Source: an optimization exercise on an open RTL-to-GDS flow (aim: small area, a short achievable clock period and few clock cycles per item). Production flows keep margins and buffers that such runs may drop.
Function was checked by simulation only, so behaviour that the tests miss may differ from the original.
Power figures rest on the tool's default switching activity, not on a simulated workload.

[flow/config.mk]
export PLATFORM = sky130hd
export DESIGN_NAME = bfm
export DESIGN_NICKNAME = bfm
export VERILOG_FILES = /design/flow/design.v
export SDC_FILE = /design/flow/constraint.sdc
export NUM_CORES = 4
export LEC_CHECK = 0
export ABC_AREA = 1
export CAP_MARGIN = 20
export CORE_MARGIN = 2
export CORE_UTILIZATION = 30
export SETUP_SLACK_MARGIN = 1.0
export SLEW_MARGIN = 20
[flow/constraint.sdc]
create_clock -name core_clock -period 20.0 [get_ports {clk}]
set_input_delay 4.0000 -clock core_clock [delete_from_list [all_inputs] [get_ports {clk}]]
set_output_delay 4.0000 -clock core_clock [all_outputs]
set_load 0.01 [all_outputs]
[flow/design.v]
module bfm (
    input  wire        clk,
    input  wire        rst,
    input  wire [6:0]  dev_addr,
    input  wire        cmd_valid,
    output wire        cmd_ready,
    input  wire [7:0]  cmd_op,
    input  wire [3:0]  cmd_reg,
    input  wire [3:0]  cmd_seg,
    input  wire [7:0]  cmd_n0,
    input  wire [7:0]  cmd_n1,
    input  wire [32:0] cmd_ival,
    input  wire [7:0]  cmd_raddr,
    input  wire [1:0]  cmd_mode,
    input  wire [7:0]  cmd_vlen,
    input  wire [63:0] cmd_vec,
    input  wire [7:0]  cmd_blen,
    input  wire [31:0] cmd_bytes,
    output wire        rsp_valid,
    input  wire        rsp_ready,
    output wire [7:0]  rsp_status,
    output wire [31:0] rsp_uval,
    output wire [32:0] rsp_sval,
    output wire [7:0]  rsp_n0,
    output wire [7:0]  rsp_n1,
    output wire [7:0]  rsp_raddr,
    output wire [1:0]  rsp_mode,
    output wire [5:0]  rsp_vlen,
    output wire [31:0] rsp_vec,
    output wire [2:0]  rsp_blen,
    output wire [31:0] rsp_bytes,
    output wire [1:0]  rsp_which,
    output wire [3:0]  rsp_name,
    output wire [7:0]  rsp_a,
    output wire [7:0]  rsp_b,
    output wire [31:0] rsp_mask,
    output wire        tr_req_valid,
    input  wire        tr_req_ready,
    output wire        tr_req_kind,
    output wire [6:0]  tr_req_dev,
    output wire [7:0]  tr_req_ra,
    output wire [2:0]  tr_req_count,
    output wire [2:0]  tr_req_wlen,
    output wire [31:0] tr_req_wbytes,
    input  wire        tr_rsp_valid,
    output wire        tr_rsp_ready,
    input  wire [7:0]  tr_rsp_status,
    input  wire [7:0]  tr_rsp_rlen,
    input  wire [31:0] tr_rsp_rbytes
);
    localparam OP_TOBITS   = 8'h01, OP_TOINT   = 8'h02, OP_TOTC   = 8'h03,
               OP_NBYTES   = 8'h04, OP_PADBYTES = 8'h05,
               OP_REGADD   = 8'h10, OP_SEGADD  = 8'h11, OP_REGGET = 8'h12,
               OP_SEGGET   = 8'h13, OP_TOTBITS = 8'h14, OP_TOTBYTES = 8'h15,
               OP_SETBITS  = 8'h20, OP_SEGUPD  = 8'h21, OP_SEGINT = 8'h22,
               OP_SEGTC    = 8'h23, OP_READ    = 8'h30, OP_WRITE  = 8'h31;
    localparam ST_OK = 4'h0, ST_CONFIG = 4'h1, ST_LENGTH = 4'h2,
               ST_INVBIT = 4'h3, ST_RANGE = 4'h4, ST_NOTFOUND = 4'h5,
               ST_DUP = 4'h6, ST_ACCESS = 4'h7, ST_INSUFF = 4'h8,
               ST_CONT = 4'h9, ST_OVERLAP = 4'hA, ST_TRANSPORT = 4'hB,
               ST_CAPACITY = 4'hC, ST_EMPTY = 4'hD, ST_ILLEGAL = 4'hE;
    integer i, r, s, t, g;
    reg st_idle;    
    reg st_rsp;     
    reg st_ex;      
    reg st_req;     
    reg st_tw;      
    reg [2:0]  nregs;
    reg [3:0]  reg_name  [0:3];
    reg [7:0]  reg_raddr [0:3];
    reg [1:0]  reg_mode  [0:3];
    reg [2:0]  reg_nsegs [0:3];
    reg [7:0]  reg_tot   [0:3];    
    reg        reg_wok   [0:3];    
    reg [1:0]  reg_wl    [0:3];    
    reg [3:0]  seg_name [0:15];    
    reg [4:0]  seg_lsb  [0:15];
    reg [4:0]  seg_msb  [0:15];
    reg [31:0] seg_bits [0:15];    
    reg [3:0]  q_st;
    reg [31:0] q_r;         
    reg        q_s;         
    reg [7:0]  q_a;         
    reg [7:0]  q_b;         
    reg [1:0]  q_m;         
    reg [5:0]  q_v;         
    reg        q_z;         
    reg [1:0]  q_u;
    reg        q_k;         
    reg [3:0]  rhit, shit;
    reg [4:0]  w_lsb, w_msb;
    reg [3:0]  w_name;
    reg        we_set, we_shift, we_segadd, we_regadd, we_read;
    reg        x_seg, x_tc;   
    reg        t_fail;
    reg [1:0]  t_fidx;
    reg [6:0]  dev_q;
    assign cmd_ready     = st_idle;
    assign rsp_valid     = st_rsp;
    assign tr_req_valid  = st_req;
    assign tr_rsp_ready  = st_tw;
    assign tr_req_kind   = q_k;
    assign tr_req_dev    = dev_q;
    assign tr_req_ra     = q_b;
    assign tr_req_count  = q_v[2:0];
    assign tr_req_wlen   = q_v[2:0];
    assign tr_req_wbytes = q_r;
    assign rsp_status = {4'd0, q_st};
    assign rsp_uval   = {q_r[31:2] & {30{!q_z}}, q_z ? q_u : q_r[1:0]};
    assign rsp_sval   = {q_s, q_r};
    assign rsp_n0     = q_a;
    assign rsp_a      = q_a;
    assign rsp_n1     = q_b;
    assign rsp_b      = q_b;
    assign rsp_raddr  = q_b;
    assign rsp_mode   = q_m;
    assign rsp_which  = q_m;
    assign rsp_vlen   = q_v;
    assign rsp_blen   = q_v[2:0];
    assign rsp_name   = q_v[3:0];
    assign rsp_vec    = q_r;
    assign rsp_bytes  = q_r;
    assign rsp_mask   = q_r;
    wire i_tobits = cmd_op == OP_TOBITS;
    wire i_toint  = cmd_op == OP_TOINT;
    wire i_totc   = cmd_op == OP_TOTC;
    wire i_nbytes = cmd_op == OP_NBYTES;
    wire i_pad    = cmd_op == OP_PADBYTES;
    wire i_regadd = cmd_op == OP_REGADD;
    wire i_segadd = cmd_op == OP_SEGADD;
    wire i_regget = cmd_op == OP_REGGET;
    wire i_segget = cmd_op == OP_SEGGET;
    wire i_totbits = cmd_op == OP_TOTBITS;
    wire i_totbytes = cmd_op == OP_TOTBYTES;
    wire i_setbits = cmd_op == OP_SETBITS;
    wire i_segupd = cmd_op == OP_SEGUPD;
    wire i_segint = cmd_op == OP_SEGINT;
    wire i_segtc  = cmd_op == OP_SEGTC;
    wire i_read   = cmd_op == OP_READ;
    wire i_write  = cmd_op == OP_WRITE;
    wire i_ill = !(i_tobits | i_toint | i_totc | i_nbytes | i_pad | i_regadd |
                   i_segadd | i_regget | i_segget | i_totbits | i_totbytes |
                   i_setbits | i_segupd | i_segint | i_segtc | i_read | i_write);
    reg [31:0] i_vmask, i_vbits, i_vext;
    reg        i_vbad, i_vsgn;
    reg [4:0]  i_vbidx;
    reg [31:0] i_n0mask, i_vodd;
    reg [15:0] p16;
    reg [7:0]  p8;
    reg [3:0]  p4;
    reg [1:0]  p2;
    always @* begin
        for (i = 0; i < 32; i = i + 1) begin
            i_vmask[i] = (cmd_vlen > i);
            i_vbits[i] = cmd_vec[2*i] & i_vmask[i];
            i_n0mask[i] = (cmd_n0 <= i);
        end
        i_vodd = 32'd0;
        for (i = 0; i < 32; i = i + 1)
            i_vodd[i] = cmd_vec[2*i+1] & i_vmask[i];
        i_vbad     = |i_vodd;
        i_vbidx[4] = ~|i_vodd[15:0];
        p16        = i_vbidx[4] ? i_vodd[31:16] : i_vodd[15:0];
        i_vbidx[3] = ~|p16[7:0];
        p8         = i_vbidx[3] ? p16[15:8] : p16[7:0];
        i_vbidx[2] = ~|p8[3:0];
        p4         = i_vbidx[2] ? p8[7:4] : p8[3:0];
        i_vbidx[1] = ~|p4[1:0];
        p2         = i_vbidx[1] ? p4[3:2] : p4[1:0];
        i_vbidx[0] = ~p2[0];
        i_vsgn = 1'b0;
        for (i = 0; i < 32; i = i + 1)
            if (cmd_vlen == i + 1) i_vsgn = cmd_vec[2*i];
        i_vext = ~i_vmask & {32{i_vsgn}};
    end
    wire       i_range = cmd_ival[32] | (|(cmd_ival[31:0] & i_n0mask));
    wire       i_vgt32 = cmd_vlen > 8'd32;
    wire [7:0] i_vm1   = cmd_vlen - 8'd1;
    wire [8:0] i_n0pad = {1'b0, cmd_n0} + 9'd7;
    wire [5:0] i_vpad  = cmd_vlen[5:0] + 6'd7;
    reg [3:0]  i_rhit, i_shit;
    reg [15:0] i_slot;
    reg [31:0] i_pack;
    reg [4:0]  i_slsb, i_smsb;
    reg [2:0]  i_nsegs;
    reg [7:0]  i_raddr, i_tot;
    reg [1:0]  i_mode;
    reg [2:0]  i_wlen, i_cnt;
    reg [4:0]  i_tbytes;
    reg        i_wok, i_rcap;
    reg [7:0]  tpad_r [0:3];
    always @* begin
        for (r = 0; r < 4; r = r + 1)
            i_rhit[r] = (r < nregs) && (reg_name[r] == cmd_reg);
        for (r = 0; r < 4; r = r + 1)
            for (s = 0; s < 4; s = s + 1)
                i_slot[r*4+s] = i_rhit[r] && (s < reg_nsegs[r]) &&
                                (seg_name[r*4+s] == cmd_seg);
        for (s = 0; s < 4; s = s + 1)
            i_shit[s] = i_slot[s] | i_slot[4+s] | i_slot[8+s] | i_slot[12+s];
        i_pack = 32'd0; i_slsb = 5'd0; i_smsb = 5'd0;
        for (t = 0; t < 16; t = t + 1) begin
            i_pack  = i_pack  | ({32{i_rhit[t/4] && ((t%4) < reg_nsegs[t/4])}} & seg_bits[t]);
            i_slsb  = i_slsb  | ({5{i_slot[t]}} & seg_lsb[t]);
            i_smsb  = i_smsb  | ({5{i_slot[t]}} & seg_msb[t]);
        end
        i_nsegs = 3'd0; i_raddr = 8'd0; i_tot = 8'd0; i_mode = 2'd0; i_wok = 1'b0;
        i_wlen = 3'd0; i_cnt = 3'd0; i_tbytes = 5'd0; i_rcap = 1'b0;
        for (r = 0; r < 4; r = r + 1) begin
            tpad_r[r] = reg_tot[r] + 8'd7;
            i_wlen   = i_wlen   | ({3{i_rhit[r]}} & ({1'b0, reg_wl[r]} + 3'd1));
            i_cnt    = i_cnt    | ({3{i_rhit[r]}} & tpad_r[r][5:3]);
            i_tbytes = i_tbytes | ({5{i_rhit[r]}} & tpad_r[r][7:3]);
            i_rcap   = i_rcap   | (i_rhit[r] & (reg_tot[r] <= 8'd32));
            i_nsegs = i_nsegs | ({3{i_rhit[r]}} & reg_nsegs[r]);
            i_raddr = i_raddr | ({8{i_rhit[r]}} & reg_raddr[r]);
            i_tot   = i_tot   | ({8{i_rhit[r]}} & reg_tot[r]);
            i_mode  = i_mode  | ({2{i_rhit[r]}} & reg_mode[r]);
            i_wok   = i_wok   | (i_rhit[r] & reg_wok[r]);
        end
    end
    wire i_rany = |i_rhit;
    wire i_sany = |i_slot;
    wire [5:0]  i_width = {1'b0, i_smsb} - {1'b0, i_slsb} + 6'd1;
    reg [5:0]  wid_t [0:15];
    reg [15:0] eq_t;
    reg [5:0]  i_swid;
    reg        i_leneq, f_blneed;
    reg [2:0]  i_need;
    always @* begin
        i_swid = 6'd0; i_leneq = 1'b0; i_need = 3'd0; f_blneed = 1'b0;
        for (t = 0; t < 16; t = t + 1) begin
            i_need   = i_need | ({3{i_slot[t]}} & ({1'b0, seg_msb[t][4:3]} + 3'd1));
            f_blneed = f_blneed | (i_slot[t] & (cmd_blen[2:0] <= {1'b0, seg_msb[t][4:3]}));
            wid_t[t] = {1'b0, seg_msb[t]} - {1'b0, seg_lsb[t]} + 6'd1;
            eq_t[t]  = (cmd_vlen == {2'd0, wid_t[t]});
            i_swid   = i_swid | ({6{i_slot[t]}} & wid_t[t]);
            i_leneq  = i_leneq | (i_slot[t] & eq_t[t]);
        end
    end
    wire c_vec   = i_toint | i_totc | i_pad;
    wire c_rinfo = i_regget | i_totbits | i_totbytes;
    wire c_sread = i_segget | i_segint | i_segtc;
    wire c_segop = i_setbits | i_segupd | c_sread;
    wire f_n0gt32 = cmd_n0 > 8'd32;
    wire f_n0gtn1 = cmd_n0 > cmd_n1;
    wire f_n1ge32 = cmd_n1 >= 8'd32;
    wire f_blgt4  = cmd_blen > 8'd4;
    wire f_nregs4 = nregs[2];
    wire f_nsegs4 = i_nsegs[2];
    reg [3:0]  s_tobits, s_vec, s_regadd, s_segadd, s_read, s_write, s_setbits, s_segupd;
    always @* begin
        s_tobits  = f_n0gt32 ? ST_CAPACITY : i_range ? ST_RANGE : ST_OK;
        s_vec     = i_vgt32 ? ST_CAPACITY : i_vbad ? ST_INVBIT : ST_OK;
        s_regadd  = i_rany ? ST_DUP : f_nregs4 ? ST_CAPACITY : ST_OK;
        s_segadd  = !i_rany ? ST_NOTFOUND : f_n0gtn1 ? ST_CONFIG : i_sany ? ST_DUP :
                    (f_n1ge32 | f_nsegs4) ? ST_CAPACITY : ST_OK;
        s_read    = !i_rany ? ST_NOTFOUND : !i_mode[0] ? ST_ACCESS : !i_rcap ? ST_CAPACITY : ST_OK;
        s_write   = !i_rany ? ST_NOTFOUND : !i_mode[1] ? ST_ACCESS : ST_OK;
        s_setbits = !i_leneq ? ST_LENGTH : i_vbad ? ST_INVBIT : ST_OK;
        s_segupd  = f_blgt4 ? ST_CAPACITY : f_blneed ? ST_INSUFF : ST_OK;
    end
    wire segnf = !i_rany | !i_sany;
    wire [3:0]  n_st = ({4{i_ill}}    & ST_ILLEGAL) |
                       ({4{i_tobits}} & s_tobits) |
                       ({4{c_vec}}    & s_vec) |
                       ({4{i_regadd}} & s_regadd) |
                       ({4{i_segadd}} & s_segadd) |
                       ({4{i_read}}   & s_read) |
                       ({4{i_write}}  & s_write) |
                       ({4{c_rinfo & !i_rany}} & ST_NOTFOUND) |
                       ({4{c_segop & segnf}} & ST_NOTFOUND) |
                       ({4{i_setbits & !segnf}} & s_setbits) |
                       ({4{i_segupd & !segnf}} & s_segupd);
    wire [1:0]  i_ridx = {i_rhit[3] | i_rhit[2], i_rhit[3] | i_rhit[1]};
    wire [7:0]  n_a = ({8{i_ill}}     & cmd_op) |
                      ({8{c_vec}}     & {3'd0, i_vbidx}) |
                      ({8{i_regadd}}  & {5'd0, nregs}) |
                      ({8{i_segadd}}  & (f_n0gtn1 ? cmd_n0 : {5'd0, i_nsegs})) |
                      ({8{c_rinfo}}   & {6'd0, i_ridx}) |
                      ({8{i_setbits}} & (i_leneq ? {3'd0, i_vbidx} : {2'd0, i_swid})) |
                      ({8{i_segupd}}  & {5'd0, i_need}) |
                      ({8{c_sread}}   & {3'd0, i_slsb});
    wire [7:0]  n_b = ({8{i_segadd}}  & cmd_n1) |
                      ({8{i_read | i_write | c_rinfo}} & i_raddr) |
                      ({8{i_setbits}} & cmd_vlen) |
                      ({8{i_segupd}}  & cmd_blen) |
                      ({8{c_sread}}   & {3'd0, i_smsb});
    wire [1:0]  n_m = ({2{i_tobits | c_vec}} & 2'd2) |
                      ({2{i_segadd & i_rany}} & (i_sany ? 2'd1 : f_n1ge32 ? 2'd2 : 2'd1)) |
                      ({2{i_read & i_rany}} & 2'd3) |
                      ({2{c_rinfo & i_rany}} & i_mode) |
                      ({2{c_segop & i_rany}} & (!i_sany ? 2'd1 : i_segupd ? 2'd3 : 2'd0));
    wire [3:0]  nm_name = (i_rany & !i_regadd) ? cmd_seg : cmd_reg;
    wire [5:0]  n_v = ({6{i_tobits}} & cmd_n0[5:0]) |
                      ({6{c_vec}}    & {3'd0, i_vpad[5:3]}) |
                      ({6{i_read & i_rany}}  & {3'd0, i_cnt}) |
                      ({6{i_write & i_rany}} & {3'd0, i_wlen}) |
                      ({6{!(i_tobits | c_vec | ((i_read | i_write) & i_rany))}} & {2'd0, nm_name});
    wire [31:0] n_r = ({32{i_tobits}}  & cmd_ival[31:0]) |
                      ({32{c_vec | i_setbits}} & i_vbits) |
                      ({32{i_totc}}    & i_vext) |
                      ({32{i_nbytes}}  & {26'd0, i_n0pad[8:3]}) |
                      ({32{i_regadd}}  & {22'd0, cmd_raddr, cmd_mode}) |
                      ({32{i_write}}   & i_pack) |
                      ({32{i_regget}}  & {29'd0, i_nsegs}) |
                      ({32{i_totbits}} & {24'd0, i_tot}) |
                      ({32{i_totbytes}} & {27'd0, i_tbytes}) |
                      ({32{i_segupd}}  & cmd_bytes);
    wire        n_s = i_vsgn;
    wire        n_z = i_segget;
    wire        n_tr = (i_read & i_rany & i_mode[0] & i_rcap) |
                       (i_write & i_rany & i_mode[1] & i_wok);
    wire        n_slow = (i_write & i_rany & i_mode[1] & !i_wok) | (c_sread & !segnf);
    wire        n_set = !segnf & ((i_setbits & i_leneq & !i_vbad) |
                                  (i_segupd & !f_blgt4 & !f_blneed));
    wire        n_segadd = i_segadd & i_rany & !f_n0gtn1 & !i_sany & !f_n1ge32 & !f_nsegs4;
    wire        n_regadd = i_regadd & !i_rany & !f_nregs4;
    reg [2:0]  nsegs_w;
    reg [7:0]  tot_w;
    reg [4:0]  lsb_s [0:3];
    reg [4:0]  msb_s [0:3];
    reg [3:0]  name_s [0:3];
    reg [3:0]  val_s;
    reg [31:0] win_s [0:3];
    reg [31:0] le_s  [0:3];
    reg [31:0] own1, own2, le_all, gaps;
    always @* begin
        nsegs_w = 3'd0; tot_w = 8'd0;
        for (r = 0; r < 4; r = r + 1) begin
            nsegs_w = nsegs_w | ({3{rhit[r]}} & reg_nsegs[r]);
            tot_w   = tot_w   | ({8{rhit[r]}} & reg_tot[r]);
        end
        for (s = 0; s < 4; s = s + 1) begin
            lsb_s[s] = 5'd0; msb_s[s] = 5'd0; name_s[s] = 4'd0;
            for (r = 0; r < 4; r = r + 1) begin
                lsb_s[s]  = lsb_s[s]  | ({5{rhit[r]}} & seg_lsb[r*4+s]);
                msb_s[s]  = msb_s[s]  | ({5{rhit[r]}} & seg_msb[r*4+s]);
                name_s[s] = name_s[s] | ({4{rhit[r]}} & seg_name[r*4+s]);
            end
            val_s[s] = (s < nsegs_w);
            if (we_segadd && (nsegs_w == s)) begin
                lsb_s[s] = w_lsb;
                msb_s[s] = w_msb;
                val_s[s] = 1'b1;
            end
            for (g = 0; g < 32; g = g + 1) begin
                le_s[s][g]  = (g <= msb_s[s]);
                win_s[s][g] = (g >= lsb_s[s]) && (g <= msb_s[s]);
            end
        end
        own1 = 32'd0; own2 = 32'd0; le_all = 32'd0;
        for (s = 0; s < 4; s = s + 1) begin
            own2   = own2 | (own1 & win_s[s] & {32{val_s[s]}});
            own1   = own1 | (win_s[s] & {32{val_s[s]}});
            le_all = le_all | (le_s[s] & {32{val_s[s]}});
        end
        gaps = le_all & ~own1;
    end
    wire       chk_ok = (val_s != 4'd0) && (gaps == 32'd0) && (own2 == 32'd0);
    wire [1:0] chk_wl = le_all[24] ? 2'd3 : le_all[16] ? 2'd2 : le_all[8] ? 2'd1 : 2'd0;
    reg  [31:0] sel_bits;
    always @* begin
        sel_bits = 32'd0;
        for (r = 0; r < 4; r = r + 1)
            for (s = 0; s < 4; s = s + 1)
                sel_bits = sel_bits | ({32{rhit[r] & shit[s]}} & seg_bits[r*4+s]);
    end
    wire [5:0]  x_width = {1'b0, w_msb} - {1'b0, w_lsb} + 6'd1;
    wire [31:0] x_shr   = sel_bits >> w_lsb;
    wire        x_sgn   = sel_bits[w_msb];
    reg  [31:0] x_ext;
    always @* begin
        for (g = 0; g < 32; g = g + 1)
            x_ext[g] = (g >= x_width) & x_sgn & x_tc;
    end
    wire [31:0] shl = q_r << w_lsb;
    reg  [31:0] wdata [0:3];
    reg  [15:0] wen;
    always @* begin
        for (s = 0; s < 4; s = s + 1)
            wdata[s] = (we_shift ? shl : q_r) & win_s[s] & {32{!we_segadd}};
        for (r = 0; r < 4; r = r + 1)
            for (s = 0; s < 4; s = s + 1)
                wen[r*4+s] = rhit[r] & (
                    (we_set & shit[s]) |
                    (we_segadd & (nsegs_w == s)) |
                    (we_read & (s < nsegs_w) & (!t_fail | (s < t_fidx))));
    end
    always @(posedge clk) begin
        for (t = 0; t < 16; t = t + 1)
            if (wen[t]) seg_bits[t] <= wdata[t % 4];
        for (r = 0; r < 4; r = r + 1)
            for (s = 0; s < 4; s = s + 1)
                if (we_segadd & rhit[r] & (nsegs_w == s)) begin
                    seg_name[r*4+s] <= w_name;
                    seg_lsb[r*4+s]  <= w_lsb;
                    seg_msb[r*4+s]  <= w_msb;
                end
        for (r = 0; r < 4; r = r + 1) begin
            if (we_regadd & (nregs[1:0] == r)) begin
                reg_name[r]  <= w_name;
                reg_raddr[r] <= q_r[9:2];
                reg_mode[r]  <= q_r[1:0];
                reg_nsegs[r] <= 3'd0;
                reg_tot[r]   <= 8'd0;
                reg_wok[r]   <= 1'b0;
                reg_wl[r]    <= 2'd0;
            end
            if (we_segadd & rhit[r]) begin
                reg_nsegs[r] <= nsegs_w + 3'd1;
                reg_tot[r]   <= tot_w + {3'd0, w_msb} - {3'd0, w_lsb} + 8'd1;
                reg_wok[r]   <= chk_ok;
                reg_wl[r]    <= chk_wl;
            end
        end
    end
    wire accept = st_idle & cmd_valid;
    always @(posedge clk) begin
        dev_q <= dev_addr;
        we_set    <= accept & n_set;
        we_shift  <= i_setbits;
        we_segadd <= accept & n_segadd;
        we_regadd <= accept & n_regadd;
        we_read   <= st_tw & tr_rsp_valid & !q_k & (tr_rsp_status == 8'd0);
        if (rst) begin
            st_idle <= 1'b1; st_rsp <= 1'b0; st_ex <= 1'b0; st_req <= 1'b0; st_tw <= 1'b0;
            nregs   <= 3'd0;
            we_set <= 1'b0; we_segadd <= 1'b0; we_regadd <= 1'b0; we_read <= 1'b0;
        end else begin
            if (we_regadd) nregs <= nregs + 3'd1;
            if (accept) begin
                st_idle <= 1'b0;
                st_req  <= n_tr;
                st_ex   <= n_slow;
                st_rsp  <= !n_tr & !n_slow;
            end
            if (st_ex) begin st_ex <= 1'b0; st_rsp <= 1'b1; end
            if (st_req & tr_req_ready) begin st_req <= 1'b0; st_tw <= 1'b1; end
            if (st_tw & tr_rsp_valid) begin st_tw <= 1'b0; st_rsp <= 1'b1; end
            if (st_rsp & rsp_ready) begin st_rsp <= 1'b0; st_idle <= 1'b1; end
        end
    end
    always @(posedge clk) begin
        if (st_idle) begin
            q_st <= n_st; q_r <= n_r; q_s <= n_s; q_a <= n_a; q_b <= n_b;
            q_m <= n_m; q_v <= n_v; q_z <= n_z; q_k <= i_write;
            q_u  <= {i_shit[3] | i_shit[2], i_shit[3] | i_shit[1]};
            rhit <= i_rhit;
            shit <= i_shit;
            w_lsb  <= i_segadd ? cmd_n0[4:0] : i_slsb;
            w_msb  <= i_segadd ? cmd_n1[4:0] : i_smsb;
            x_seg  <= i_segget | i_segint | i_segtc;
            x_tc   <= i_segtc;
            w_name <= i_regadd ? cmd_reg : cmd_seg;
        end
        if (st_ex) begin
            if (x_seg) begin
                q_r <= x_shr | x_ext;
                q_s <= x_sgn;
                q_v <= x_width;
            end else begin
                q_st <= (val_s == 4'd0) ? ST_EMPTY : (gaps != 32'd0) ? ST_CONT : ST_OVERLAP;
                q_r  <= (gaps != 32'd0) ? gaps : own2;
            end
        end
        if (st_tw & tr_rsp_valid) begin
            q_a    <= tr_rsp_status;
            q_b    <= tr_rsp_rlen;
            q_r    <= tr_rsp_rbytes;
            q_st   <= ST_OK;
            t_fail <= 1'b0;
            t_fidx <= 2'd0;
            for (s = 3; s >= 0; s = s - 1)
                if (val_s[s] && (tr_rsp_rlen < {6'd0, msb_s[s][4:3]} + 8'd1)) begin
                    t_fail <= 1'b1;
                    t_fidx <= s[1:0];
                    q_v    <= {2'd0, name_s[s]};
                    if (!q_k) begin
                        q_st <= ST_INSUFF;
                        q_a  <= {6'd0, msb_s[s][4:3]} + 8'd1;
                    end
                end
            if (tr_rsp_status != 8'd0) begin
                q_st <= ST_TRANSPORT;
                q_a  <= tr_rsp_status;
            end
        end
    end
endmodule
[flow/run.sh]
#!/bin/bash
# synth_recipe.tcl (not shown) runs the flow's synth.tcl, then flattens the netlist and writes it again
# the make line also repeats each setting of config.mk as NAME=value (left out here)
make -C /OpenROAD-flow-scripts/flow DESIGN_CONFIG=/design/flow/config.mk WORK_HOME=/design/flow/orfs CLKGATE_MAP_FILE= SYNTH_SCRIPT=/design/flow/synth_recipe.tcl finish
==> results of run 1 <==
## routing by layer
layer / up-vias / share of wire, % / global-route usage (%)
met5: - / 0.035 / 0
met4: 22 / 8.1 / 26.1
met3: 1121 / 10 / 9.34
met2: 5159 / 43 / 60.6
met1: 35258 / 39 / 50.5
li1: 29449 / - / -
## power groups by stage
stage	logic [mW]	registers (mW)	clock network, mW
after detailed placement	1.26	2.31	0
final	1.31	2.27	2.14
after floorplan	0.590	2.29	0
after global routing	1.34	2.27	2.21
after global placement	1.27	2.31	0
after CTS	1.27	2.27	2.14
## final cells by class
cell class              instances  area (um2)
fillers                     23206      142000
multi-input cells            5792       32400
diodes                         13        32.5
clock buffers                 132        2920
flip-flops and latches        960       28500
clock inverters                82         822
inverters                    1016        3820
well taps                    2975        3720
repair buffers                786        7230
## flip-flops by register name (all words and copies together) (netlist names), 12 cells and up
name / cells
q_r: 32
reg_name: 16
reg_nsegs: 12
reg_raddr: 32
reg_tot: 32
seg_bits: 512
seg_lsb: 80
seg_msb: 80
seg_name: 64
## through the flow
step,hold WS (ns),std cells,utilization [%],total power [mW],cell area (um2)
2_1_floorplan,0.484,8292,-,2.88,66900
3_3_place_gp,0.451,11527,34.1,3.58,75600
3_5_place_dp,0.465,11529,34.1,3.57,75700
4_1_cts,0.479,11743,35.8,5.68,79400
5_1_grt,0.499,11743,35.8,5.83,79400
6_report,0.486,11756,35.8,5.72,79500
## path summary, 6_finish.rpt
check / endpoint / cells after the start / slack (ns)
setup reg to reg: q_r[14]$_DFFE_PP_ / 27 / 11.35
hold / removal: seg_msb[8][4]$_DFFE_PP_ / 0 / 0.49
hold reg to reg: seg_msb[8][4]$_DFFE_PP_ / 0 / 0.49
setup / recovery: q_st[1]$_DFF_P_ / 25 / 10.57
## worst reg2reg max path, cell delays in order (launching register included)
cell,delay [ns]
edfxtp_1,0.40
inv_2,0.73
o22ai_2,0.15
nor2_2,0.30
ha_1,0.22
nand2_2,0.43
o21ai_1,0.50
o21a_1,0.80
clkinv_1,0.60
ha_1,0.41
inv_1,0.15
nor2_1,0.12
nand2_1,0.09
nor2_1,0.05
a21oi_1,0.70
nand2_1,0.19
nor2_1,0.19
nor2_1,0.08
nand3_1,0.26
nand2_1,0.10
nor2_1,0.11
nand2_1,0.11
nor2_1,0.19
nand2_2,0.42
o21ai_1,0.85
nand3_1,0.18
nand2_1,0.10
inv_1,0.04
## kinds of logic (layout without fill, tap and decap cells)
group,count (synthesis),count (layout),synth area share (%)
flops,960,960,42.6
mux,32,32,0.479
other cells,1,17,0.00561
compound gates,1768,1768,16.9
fa+ha+maj,274,274,5.37
xor+xnor,195,195,2.55
buf+inv,1540,2016,9.88
simple gates,3519,3519,22.1
## Yosys cell counts (all sizes together) (7+ instances only)
master and number:
nand2 1889, inv 993, edfxtp 929, nor2 849, o21ai 647, nand3 368, a21oi 289, buf 280
ha 252, clkbuf 244, o22ai 204, xor2 159, nand4 153, a221oi 127, nor3 110, o2111ai 98
o211ai 68, nor4 59, a211oi 55, a22o 40, a31oi 40, xnor2 36, mux2i 32, or2 32
dfxtp 31, o41ai 31, a22oi 26, nor3b 24, clkinv 23, fa 22, a32oi 20, a2111oi 19
o221ai 17, o21a 15, o21bai 13, o31ai 13, nand3b 12, and2 10, a31o 8, and3 7
==> impl_metrics.tcl, run 1 <==
set metrics [dict create \
    grt_pass1_vias 66091 \
    row_count 173 \
    fin_crit_sh_pct 47.1 \
    start_kind "primary input" \
    worst-path-buf-inv 7 \
    setup_viol 0 \
    clkPwrFrac_pct 37.4 \
    max-slew-margin-rel_pct 12.4 \
    hpwlAfterDp_mm 367 \
    power.internal_mw 3.75 \
    layout_commonest_cell "nand2_1" \
    synth_area_per_cell_um2 8.07 \
    synth_edf_count 929 \
    crit_slowest_cell "o41ai_1" \
    max_freq_mhz 106 \
    core_mm2 0.222 \
    numCtsBuffers 114 \
    yosys.area.top_type "edfxtp_1" \
    status "complete, no violations" \
    avgRoutedWirePerCell_um 40.0 \
    setup_ws_ns 10.57 \
    dieWidth_um 476 \
    crit_family "simple AND/OR/NAND/NOR gates" \
    cts.sink_count 960 \
    hold_class "flip-flop to flip-flop" \
    yosysTopAreaCellShare_pct 41.7 \
    floorplan.initialDensity_pct 30.1 \
    nets 9192 \
    seqPwrFrac_pct 39.7 \
    finalHoldViolCount 0 \
    yosysUniqueCellTypes 84 \
    arrival_ns 10.12 \
    worstReg2RegStart "rhit[0]$_DFFE_PP_" \
    clock-root-buffer "clkbuf_16" \
    synthTopCellsByArea "edfxtp_1 42%, nand2_1 11%, inv_1 5.3%" \
    finClkSkew_ns 0.0920 \
    yosysWarningCount 20 \
    drtAntennaViolNets 0 \
    synth_flop_cell "edfxtp_1" \
    powerDensity_mw_per_mm2 72.0 \
    clk_pin_slew_worst_paths_ns 0.06 \
    clk_latency_ns 0.85 \
    antenna_found_initial 42 \
    path_max_fanout 22 \
    critPathRequiredTime_ns 20.70 \
    syn2layout_area_growth_pct 18.8 \
    slowest_delay_ns 0.68 \
    final_cell_mix "1870 x nand2_1, 937 x inv_1, 929 x edfxtp_1" \
    fp.dieH_um 476 \
    endpoint_kind "flip-flop" \
    netlist_area_mm2 0.0669 \
    ys_ff_latch 960 \
    clock_path_buffers 3 \
    viasPerCell 6.04 \
    grt-ovfl-total 0 \
    post_cts.repair.setup_buffers 0 \
    totalWireLength_mm 470 \
    drc 0 \
    drt-initial-drc-count 10789 \
    drtPass1Iterations 7 \
    preCtsSetupSlack_ns 10.03 \
    finalCriticalPeriod_ns 9.43 \
    p_switching_mw 1.97 \
    leakage_nw 31.8 \
    comb_power_share_pct 22.9 \
    die-area_mm2 0.227 \
    cts_resized 0 \
    place.gp.congestion 1.04 \
    worst_pin_slew_ns 1.30 \
    cp-startpoint "cmd_reg[2]" \
    synth_cells 8289 \
    vias 71009 \
    grt_use_total_pct 39.9 \
    num_io_pins 532 \
    rsz0062_at_grt "no" \
    seq_area_frac_synth_pct 42.6 \
    hold_buffers 0 \
    setup-tns-final_ns 0 \
    cp_common_cell "nand2_1" \
    crit_type "primary input to flip-flop" \
    htree_levels 3 \
    power_switching_share_pct 34.5 \
    grt_max_degree 77 \
    drv_slew 0 \
    grt_pass1_wl_mm 614 \
    synthArstFlopShare_pct 0 \
    cts_tree "yes" \
    peakVddDrop_v 0.0000713 \
    cap_violations 0 \
    io_buffers 527 \
    drive_above_1_share_pct 7.88 \
    hold_start "w_msb[4]$_DFFE_PP_" \
]
Testbench counts, summed over its fixed seeds: cycles 8,248, items 3,200.
==> run 2: changes to the inputs <==
==> flow/flow/run.sh (new file) <==
#!/bin/bash
# The standard layout (the standard.sh: standard synthesis, floorplan,
# placement, CTS, routing, finish), unchanged except that ORFS's
# repair_timing steps are asked to leave more setup slack than the
# 20 ns clock needs, so that they size and buffer the design for speed.
# The SDC (clock period, I/O delays, loads) is the standard flow's, untouched.
set -euo pipefail
cd "$(dirname "$0")/.."
bash standard.sh SETUP_SLACK_MARGIN=13.5 finish > flow_make.log 2>&1
==> flow/standard.sh (new file) <==
#!/bin/bash
# synth_recipe.tcl (not shown) runs the flow's synth.tcl, then flattens the netlist and writes it again
# the make line also repeats each setting of config.mk as NAME=value (left out here)
make -C /OpenROAD-flow-scripts/flow DESIGN_CONFIG=/design/flow/config.mk WORK_HOME=/design/flow/orfs CLKGATE_MAP_FILE= SYNTH_SCRIPT=/design/flow/synth_recipe.tcl "${@:-finish}"
removed: flow/run.sh
==> run 2 against run 1 <==
Still clean. Via count rose by 3.9%. Wire length decreased by 6.5%. Setup slack gained 2.7 ns. Core utilization rose by 2.6 points. First-iteration DRC count rose by 25%. Non-clock buffer count is 264 higher. Synthesized area did not move. Synthesized cell count stayed put. Sequential share of layout area fell by 2.4 points. Critical path type unchanged. Largest cell class unchanged.
==> impl_metrics.tcl, run 2 <==
set metrics [dict create \
    cap_violations 0 \
    hold_buffers 0 \
    clk_pin_slew_worst_paths_ns 0.07 \
    synthArstFlopShare_pct 0 \
    hold_class "flip-flop to flip-flop" \
    grt_use_total_pct 36.8 \
    status "complete, no violations" \
    num_io_pins 532 \
    yosys.area.top_type "edfxtp_1" \
    drv_slew 0 \
    drc 0 \
    max-slew-margin-rel_pct 10.0 \
    finalCriticalPeriod_ns 6.72 \
    clock_path_buffers 3 \
    rsz0062_at_grt "yes" \
    netlist_area_mm2 0.0669 \
    htree_levels 3 \
    hpwlAfterDp_mm 325 \
    layout_commonest_cell "nand2_1" \
    comb_power_share_pct 23.3 \
    worstReg2RegStart "rhit[2]$_DFFE_PP_" \
    totalWireLength_mm 440 \
    finalPower_mw 5.73 \
    regMostFlops "seg_bits" \
    crit_type "primary input to flip-flop" \
    avgRoutedWirePerCell_um 36.5 \
    reg2reg_slack_ns 13.30 \
    grt_max_degree 71 \
    finClkSkew_ns 0.0610 \
    grt_pass1_wl_mm 578 \
    clk_latency_ns 0.83 \
    synth.most_common_cell "nand2_1" \
    hold_start "st_tw$_SDFFE_PP0P_" \
    drt-initial-drc-count 13452 \
    power.internal_mw 3.80 \
    grt_pass1_vias 67912 \
    yosysTopAreaCellShare_pct 41.7 \
    die-area_mm2 0.227 \
    cts.sink_count 960 \
    place.gp.congestion 1.19 \
    reg.largest.list "seg_bits x512, seg_lsb x80, seg_msb x80" \
    peakVddDrop_v 0.0000704 \
    row_count 173 \
    r2r-end "q_r[29]$_DFFE_PP_" \
    viasPerCell 6.13 \
    p_switching_mw 1.93 \
    start_kind "primary input" \
    grt-ovfl-total 0 \
    numCtsBuffers 108 \
    largest_reg_flops 512 \
    yosysWarningCount 20 \
    max_freq_mhz 149 \
    finalHoldViolCount 0 \
    syn2layout_area_growth_pct 27.4 \
    setup_viol 0 \
    cts_tree "yes" \
    preCtsSetupSlack_ns 9.87 \
    leakage_nw 34.4 \
    setup-tns-final_ns 0 \
    clkPwrFrac_pct 37.1 \
    floorplan.initialDensity_pct 30.1 \
    holdPathStages 2 \
    nFillCells 22424 \
    min_to "st_tw$_SDFFE_PP0P_" \
    seqPwrFrac_pct 39.6 \
    synth_flop_cell "edfxtp_1" \
    endpoint_kind "flip-flop" \
    drive_above_1_share_pct 14.7 \
    vias 73788 \
    synth_cells 8289 \
    seq_area_frac_synth_pct 42.6 \
    fin_crit_sh_pct 33.6 \
    synth_area_per_cell_um2 8.07 \
    synth_edf_count 929 \
    place_inst 11500 \
    critPathRequiredTime_ns 20.54 \
    power_switching_share_pct 33.7 \
    synth_commonest_cells "1873 x nand2_1, 943 x inv_1, 929 x edfxtp_1" \
    path_max_fanout 5 \
    final_cell_mix "1785 x nand2_1, 929 x edfxtp_1, 897 x inv_1" \
    synthTopCellsByArea "edfxtp_1 42%, nand2_1 11%, inv_1 5.3%" \
    core_mm2 0.222 \
    nets 9456 \
    worst_pin_slew_ns 1.34 \
    io_buffers 527 \
    drtPass1Iterations 13 \
    ys_ff_latch 960 \
    antenna_found_initial 71 \
    yosysUniqueCellTypes 84 \
    arrival_ns 7.26 \
    drtAntennaViolNets 0 \
    final_cell_count_no_fill 12035 \
    dieWidth_um 476 \
    clock-root-buffer "clkbuf_16" \
    rr_worst_depth 25 \
    setup_ws_ns 13.28 \
    fp.dieH_um 476 \
    powerDensity_mw_per_mm2 67.2 \
]
run 2: kinds of logic after synthesis:
group                      count (synthesis)  share of synthesized area (%)
AOI/OAI and AO/OA                       1768                           16.9
adders and majority gates                274                           5.37
xor gates and xnor gates                 195                           2.55
muxes                                     32                          0.479
and+or+nand+nor                         3519                           22.1
DFF                                      960                           42.6
buffers and inverters                   1540                           9.88
other                                      1                        0.00561
run 2: repair_timing:
| item | 4_1_cts | 5_1_grt |
|---|---|---|
| cloned | 17 | 5 |
| resized for setup | 507 | 296 |
| endpoints found under the setup margin | 98 | 74 |
| pin swaps | 72 | 140 |
| setup buffers | 152 | 123 |
run 2: layout make-up:
cell class,instances,area (um2),area share (%)
Clock buffer,123,2760,3.24
Timing Repair Buffer,1050,10500,12.3
Antenna cell,32,80.1,0.0940
Timing Repair inverter,4,25.0,0.0294
Tap cell,2975,3720,4.37
Multi-Input combinational cell,5794,34700,40.7
Sequential cell,960,28500,33.5
Clock inverter,81,943,1.11
Inverter,1016,4040,4.74
run 2: per-stage QoR:
| step | hold slack [ns] | utilization (%) | area [um2] |
|---|---|---|---|
| 6_report | 0.584 | 38.4 | 85200 |
| 5_1_grt | 0.584 | 38.4 | 85200 |
| 4_1_cts | 0.567 | 37.3 | 82700 |
| 3_5_place_dp | 0.556 | 34.0 | 75500 |
| 3_3_place_gp | 0.563 | 34.0 | 75400 |
| 2_1_floorplan | 0.484 | - | 67100 |
run 2: how the worst max path moves through the flow:
stage / startpoint / to / slack [ns] / cells past startpoint
6_report: cmd_reg[2] / q_r[1]$_DFFE_PP_ / 13.28 / 23
3_3_place_gp: cmd_reg[0] / q_a[3]$_DFFE_PP_ / 9.94 / 19
3_5_place_dp: cmd_reg[0] / q_a[3]$_DFFE_PP_ / 9.87 / 19
5_1_grt: cmd_reg[3] / q_r[3]$_DFFE_PP_ / 13.23 / 24
2_1_floorplan: cmd_vlen[5] / q_a[1]$_DFFE_PP_ / 13.40 / 20
4_1_cts: cmd_reg[2] / q_a[3]$_DFFE_PP_ / 13.40 / 17
run 2: layer usage:
layer  share of wire, %  global-route usage, %
met1                 36                   44.7
met2                 39                   51.6
met3                 15                   15.1
met4                9.8                   28.2
met5              0.078                  0.105
run 2: critical path, stage by stage:
cell and delay (ns):
buf_6 0.11, xnor2_1 0.12, and3_4 0.15, nand2_4 0.07, nor2_4 0.04, buf_12 0.15
nand2_8 0.06, buf_12 0.12, clkinvlp_4 0.10, nor2_4 0.16, buf_6 0.13, nand2_8 0.06
buf_12 0.16, nand2_2 0.05, nand4_1 0.13, o41ai_4 0.83, nand2_1 0.17, a211oi_2 0.19
nand3_1 0.11, nand2_1 0.08, nand3b_1 0.09, o21ai_1 0.09, inv_1 0.05
run 2: power by group through the flow:
stage / sequential (mW) / clock [mW] / combinational [mW]
final: 2.27 / 2.12 / 1.34
after detailed placement: 2.32 / 0 / 1.18
after global placement: 2.32 / 0 / 1.18
after floorplan: 2.29 / 0 / 0.592
after global routing: 2.27 / 2.20 / 1.36
after CTS: 2.27 / 2.12 / 1.23
==> run 3: changes to the inputs <==
--- a/flow/design.v
+++ b/flow/design.v
@@ -89,6 +89,7 @@
     reg        q_k;         
     reg [3:0]  rhit, shit;
-    reg [4:0]  w_lsb, w_msb;
-    reg [3:0]  w_name;
+    reg [4:0]  w_lsb;
+    wire [4:0] w_msb  = q_b[4:0];
+    wire [3:0] w_name = q_v[3:0];
     reg        we_set, we_shift, we_segadd, we_regadd, we_read;
     reg        x_seg, x_tc;   
@@ -158,6 +159,6 @@
         i_vodd = 32'd0;
         for (i = 0; i < 32; i = i + 1)
-            i_vodd[i] = cmd_vec[2*i+1] & i_vmask[i];
-        i_vbad     = |i_vodd;
+            i_vodd[i] = cmd_vec[2*i+1];
+        i_vbad     = |(i_vodd & i_vmask);
         i_vbidx[4] = ~|i_vodd[15:0];
         p16        = i_vbidx[4] ? i_vodd[31:16] : i_vodd[15:0];
@@ -171,5 +172,5 @@
         i_vsgn = 1'b0;
         for (i = 0; i < 32; i = i + 1)
-            if (cmd_vlen == i + 1) i_vsgn = cmd_vec[2*i];
+            i_vsgn = i_vsgn | ((cmd_vlen == i + 1) & cmd_vec[2*i]);
         i_vext = ~i_vmask & {32{i_vsgn}};
     end
@@ -180,7 +181,12 @@
     wire [5:0] i_vpad  = cmd_vlen[5:0] + 6'd7;
     reg [3:0]  i_rhit, i_shit;
-    reg [15:0] i_slot;
-    reg [31:0] i_pack;
-    reg [4:0]  i_slsb, i_smsb;
+    reg [15:0] sm;                  
+    reg [31:0] i_pack, r_pack [0:3];
+    reg [4:0]  i_slsb, i_smsb, r_slsb [0:3], r_smsb [0:3];
+    reg [5:0]  wid_t [0:15];
+    reg [5:0]  i_swid, r_swid [0:3];
+    reg [2:0]  i_need, r_need [0:3];
+    reg        i_leneq, f_blneed, i_sany;
+    reg [3:0]  r_leneq, r_blneed, r_sany;
     reg [2:0]  i_nsegs;
     reg [7:0]  i_raddr, i_tot;
@@ -193,19 +199,37 @@
         for (r = 0; r < 4; r = r + 1)
             i_rhit[r] = (r < nregs) && (reg_name[r] == cmd_reg);
-        for (r = 0; r < 4; r = r + 1)
-            for (s = 0; s < 4; s = s + 1)
-                i_slot[r*4+s] = i_rhit[r] && (s < reg_nsegs[r]) &&
-                                (seg_name[r*4+s] == cmd_seg);
-        for (s = 0; s < 4; s = s + 1)
-            i_shit[s] = i_slot[s] | i_slot[4+s] | i_slot[8+s] | i_slot[12+s];
-        i_pack = 32'd0; i_slsb = 5'd0; i_smsb = 5'd0;
-        for (t = 0; t < 16; t = t + 1) begin
-            i_pack  = i_pack  | ({32{i_rhit[t/4] && ((t%4) < reg_nsegs[t/4])}} & seg_bits[t]);
-            i_slsb  = i_slsb  | ({5{i_slot[t]}} & seg_lsb[t]);
-            i_smsb  = i_smsb  | ({5{i_slot[t]}} & seg_msb[t]);
+        for (r = 0; r < 4; r = r + 1) begin
+            r_pack[r] = 32'd0; r_slsb[r] = 5'd0; r_smsb[r] = 5'd0; r_swid[r] = 6'd0;
+            r_need[r] = 3'd0; r_leneq[r] = 1'b0; r_blneed[r] = 1'b0; r_sany[r] = 1'b0;
+            for (s = 0; s < 4; s = s + 1) begin
+                t = r*4+s;
+                sm[t]     = (s < reg_nsegs[r]) && (seg_name[t] == cmd_seg);
+                wid_t[t]  = {1'b0, seg_msb[t]} - {1'b0, seg_lsb[t]} + 6'd1;
+                r_pack[r] = r_pack[r] | ({32{s < reg_nsegs[r]}} & seg_bits[t]);
+                r_slsb[r] = r_slsb[r] | ({5{sm[t]}} & seg_lsb[t]);
+                r_smsb[r] = r_smsb[r] | ({5{sm[t]}} & seg_msb[t]);
+                r_swid[r] = r_swid[r] | ({6{sm[t]}} & wid_t[t]);
+                r_need[r] = r_need[r] | ({3{sm[t]}} & ({1'b0, seg_msb[t][4:3]} + 3'd1));
+                r_leneq[r]  = r_leneq[r]  | (sm[t] & (cmd_vlen == {2'd0, wid_t[t]}));
+                r_blneed[r] = r_blneed[r] | (sm[t] & (cmd_blen[2:0] <= {1'b0, seg_msb[t][4:3]}));
+                r_sany[r]   = r_sany[r] | sm[t];
+            end
         end
+        for (s = 0; s < 4; s = s + 1)
+            i_shit[s] = (i_rhit[0] & sm[s]) | (i_rhit[1] & sm[4+s]) |
+                        (i_rhit[2] & sm[8+s]) | (i_rhit[3] & sm[12+s]);
+        i_pack = 32'd0; i_slsb = 5'd0; i_smsb = 5'd0; i_swid = 6'd0; i_need = 3'd0;
+        i_leneq = 1'b0; f_blneed = 1'b0; i_sany = 1'b0;
         i_nsegs = 3'd0; i_raddr = 8'd0; i_tot = 8'd0; i_mode = 2'd0; i_wok = 1'b0;
         i_wlen = 3'd0; i_cnt = 3'd0; i_tbytes = 5'd0; i_rcap = 1'b0;
         for (r = 0; r < 4; r = r + 1) begin
+            i_pack   = i_pack   | ({32{i_rhit[r]}} & r_pack[r]);
+            i_slsb   = i_slsb   | ({5{i_rhit[r]}} & r_slsb[r]);
+            i_smsb   = i_smsb   | ({5{i_rhit[r]}} & r_smsb[r]);
+            i_swid   = i_swid   | ({6{i_rhit[r]}} & r_swid[r]);
+            i_need   = i_need   | ({3{i_rhit[r]}} & r_need[r]);
+            i_leneq  = i_leneq  | (i_rhit[r] & r_leneq[r]);
+            f_blneed = f_blneed | (i_rhit[r] & r_blneed[r]);
+            i_sany   = i_sany   | (i_rhit[r] & r_sany[r]);
             tpad_r[r] = reg_tot[r] + 8'd7;
             i_wlen   = i_wlen   | ({3{i_rhit[r]}} & ({1'b0, reg_wl[r]} + 3'd1));
@@ -213,30 +237,12 @@
             i_tbytes = i_tbytes | ({5{i_rhit[r]}} & tpad_r[r][7:3]);
             i_rcap   = i_rcap   | (i_rhit[r] & (reg_tot[r] <= 8'd32));
-            i_nsegs = i_nsegs | ({3{i_rhit[r]}} & reg_nsegs[r]);
-            i_raddr = i_raddr | ({8{i_rhit[r]}} & reg_raddr[r]);
-            i_tot   = i_tot   | ({8{i_rhit[r]}} & reg_tot[r]);
-            i_mode  = i_mode  | ({2{i_rhit[r]}} & reg_mode[r]);
-            i_wok   = i_wok   | (i_rhit[r] & reg_wok[r]);
+            i_nsegs  = i_nsegs  | ({3{i_rhit[r]}} & reg_nsegs[r]);
+            i_raddr  = i_raddr  | ({8{i_rhit[r]}} & reg_raddr[r]);
+            i_tot    = i_tot    | ({8{i_rhit[r]}} & reg_tot[r]);
+            i_mode   = i_mode   | ({2{i_rhit[r]}} & reg_mode[r]);
+            i_wok    = i_wok    | (i_rhit[r] & reg_wok[r]);
         end
     end
     wire i_rany = |i_rhit;
-    wire i_sany = |i_slot;
-    wire [5:0]  i_width = {1'b0, i_smsb} - {1'b0, i_slsb} + 6'd1;
-    reg [5:0]  wid_t [0:15];
-    reg [15:0] eq_t;
-    reg [5:0]  i_swid;
-    reg        i_leneq, f_blneed;
-    reg [2:0]  i_need;
-    always @* begin
-        i_swid = 6'd0; i_leneq = 1'b0; i_need = 3'd0; f_blneed = 1'b0;
-        for (t = 0; t < 16; t = t + 1) begin
-            i_need   = i_need | ({3{i_slot[t]}} & ({1'b0, seg_msb[t][4:3]} + 3'd1));
-            f_blneed = f_blneed | (i_slot[t] & (cmd_blen[2:0] <= {1'b0, seg_msb[t][4:3]}));
-            wid_t[t] = {1'b0, seg_msb[t]} - {1'b0, seg_lsb[t]} + 6'd1;
-            eq_t[t]  = (cmd_vlen == {2'd0, wid_t[t]});
-            i_swid   = i_swid | ({6{i_slot[t]}} & wid_t[t]);
-            i_leneq  = i_leneq | (i_slot[t] & eq_t[t]);
-        end
-    end
     wire c_vec   = i_toint | i_totc | i_pad;
     wire c_rinfo = i_regget | i_totbits | i_totbytes;
@@ -450,8 +456,6 @@
             shit <= i_shit;
             w_lsb  <= i_segadd ? cmd_n0[4:0] : i_slsb;
-            w_msb  <= i_segadd ? cmd_n1[4:0] : i_smsb;
             x_seg  <= i_segget | i_segint | i_segtc;
             x_tc   <= i_segtc;
-            w_name <= i_regadd ? cmd_reg : cmd_seg;
         end
         if (st_ex) begin
--- a/flow/flow/run.sh
+++ b/flow/flow/run.sh
@@ -7,3 +7,3 @@
 set -euo pipefail
 cd "$(dirname "$0")/.."
-bash standard.sh SETUP_SLACK_MARGIN=13.5 finish > flow_make.log 2>&1
+bash standard.sh SETUP_SLACK_MARGIN=15 finish > flow_make.log 2>&1
--- a/flow/config.mk
+++ b/flow/config.mk
@@ -9,5 +9,5 @@
 export CAP_MARGIN = 20
 export CORE_MARGIN = 2
-export CORE_UTILIZATION = 30
+export CORE_UTILIZATION = 55
 export SETUP_SLACK_MARGIN = 1.0
 export SLEW_MARGIN = 20
==> run 3 against run 2 <==
Synthesized cell count increased by 8.0%. The run now fails in 5_1_grt. Synthesized area increased by 2.8%.
==> impl_metrics.tcl, run 3 <==
set metrics [dict create \
    hpwlAfterDp_mm 309 \
    netlist_area_mm2 0.0688 \
    yosysUniqueCellTypes 75 \
    synth_flop_cell "edfxtp_1" \
    synth_mux_area_share_pct 0.364 \
    grt_max_degree 79 \
    row_count 129 \
    lastStage "5_1_grt" \
    yosysTopAreaCellShare_pct 40.2 \
    grt-ovfl-total 196 \
    seq_area_frac_synth_pct 41.1 \
    synth.most_common_cell "nand2_1" \
    error "[ERROR GRT-0232] Routing congestion too high. Check the congestion heatmap in the GUI." \
    synth-simple-area-share_pct 26.3 \
    synth_edf_count 920 \
    synth_xor_area_share_pct 1.88 \
    synth_commonest_cells "2386 x nand2_1, 920 x edfxtp_1, 836 x inv_1" \
    place.gp.congestion 1.25 \
    numCtsBuffers 99 \
    synthTopCellsByArea "edfxtp_1 40%, nand2_1 13%, nand3_1 4.9%" \
    num_io_pins 532 \
    clock-root-buffer "clkbuf_16" \
    status "did not finish" \
    clock_path_buffers 3 \
    synth_cells 8951 \
    synth_area_per_cell_um2 7.69 \
    cts.sink_count 951 \
    htree_levels 3 \
    synth-compound-area-share_pct 15.8 \
    grt_use_total_pct 79.4 \
    fp.dieH_um 358 \
    dieWidth_um 358 \
    synth_fa_ha_area_share_pct 5.23 \
    yosys.area.top_type "edfxtp_1" \
    synth_top_family_by_area "simple AND/OR/NAND/NOR gates" \
    synthArstFlopShare_pct 0 \
    hold_buffers 0 \
    floorplan.initialDensity_pct 55.5 \
    ys_ff_latch 951 \
    io_buffers 527 \
    yosysWarningCount 25 \
]
[run 3: worst min path at each step]
stage,cells past startpoint,slack [ns],endpoint
floorplan,1,0.45,st_ex$_SDFF_PP0_
detailed placement,0,0.49,seg_msb[0][0]$_DFFE_PP_
global placement,0,0.48,seg_msb[0][0]$_DFFE_PP_
CTS,1,0.53,st_ex$_SDFF_PP0_
[run 3: power groups by stage]
stage / Sequential (mW) / Clock (mW) / Combinational [mW]
4_1_cts: 2.22 / 1.90 / 1.44
3_3_place_gp: 2.29 / 0 / 1.23
2_1_floorplan: 2.28 / 0 / 0.691
3_5_place_dp: 2.29 / 0 / 1.24
[run 3: stage by stage]
step	area, um2	std cells	hold slack (ns)	worst slack (ns)	utilization [%]
2_1_floorplan	70100	8954	0.447	13.93	-
3_3_place_gp	75400	10726	0.479	11.06	60.8
3_5_place_dp	75400	10727	0.491	11.34	60.8
4_1_cts	87500	11433	0.527	13.90	70.6
[run 3: per-layer routing]
layer  global-route usage [%]  GRT overflow
met5                     52.8             5
met2                     90.0            91
met1                     81.2             7
met4                     72.6            85
met3                     70.7             8
[run 3: what timing repair did]
action	4_1_cts
setup buffers	484
gates resized for setup	2459
setup endpoints to repair	592
pin swaps	233
endpoints found under the hold margin	0
gates cloned	35
[run 3: kinds of logic after synthesis]
family          count (synthesis)
mux                            25
flops                         951
fa+ha+maj                     275
compound gates               1762
buf+inv                      1483
simple gates                 4306
other cells                     1
xor+xnor                      148
Testbench counts of run 3, summed over its fixed seeds: cycles 8,248, items 3,200.

==> afterwards: timing with drivers on the ports <==
In the flow no input, the clock included, has a driving cell. The finished layouts below were timed again as built, in two steps.
Step 1, drivers: a clkbuf_16 drives clk and a buf_2 each remaining input, both assumed.
Step 2 times the ports against the registers' clock, not the clock port: input delays grow and output delays shrink by t, the midpoint of the rising clock arrivals with the driver on.
Slacks: ideal ports / drivers / drivers and shift; pairs: ideal ports / drivers.
| run | t, ns | slack for setup (ns) | hold WS [ns] | worst setup path at the end | cell pins on the clock port's net |
|---|---|---|---|---|---|
| run 1 | 0.898 | 10.573 / 10.567 / 9.669 | 0.486 / 0.486 / 0.486 | input to register | 1 |
| run 2 | 0.903 | 13.285 / 13.296 / 12.406 | 0.584 / 0.584 / 0.584 | input to register | 1 |
After both steps every run listed still meets setup and hold. For run 1, which loses most, drivers alone change the setup slack by -0.006 ns; drivers and shift together by -0.904 ns.
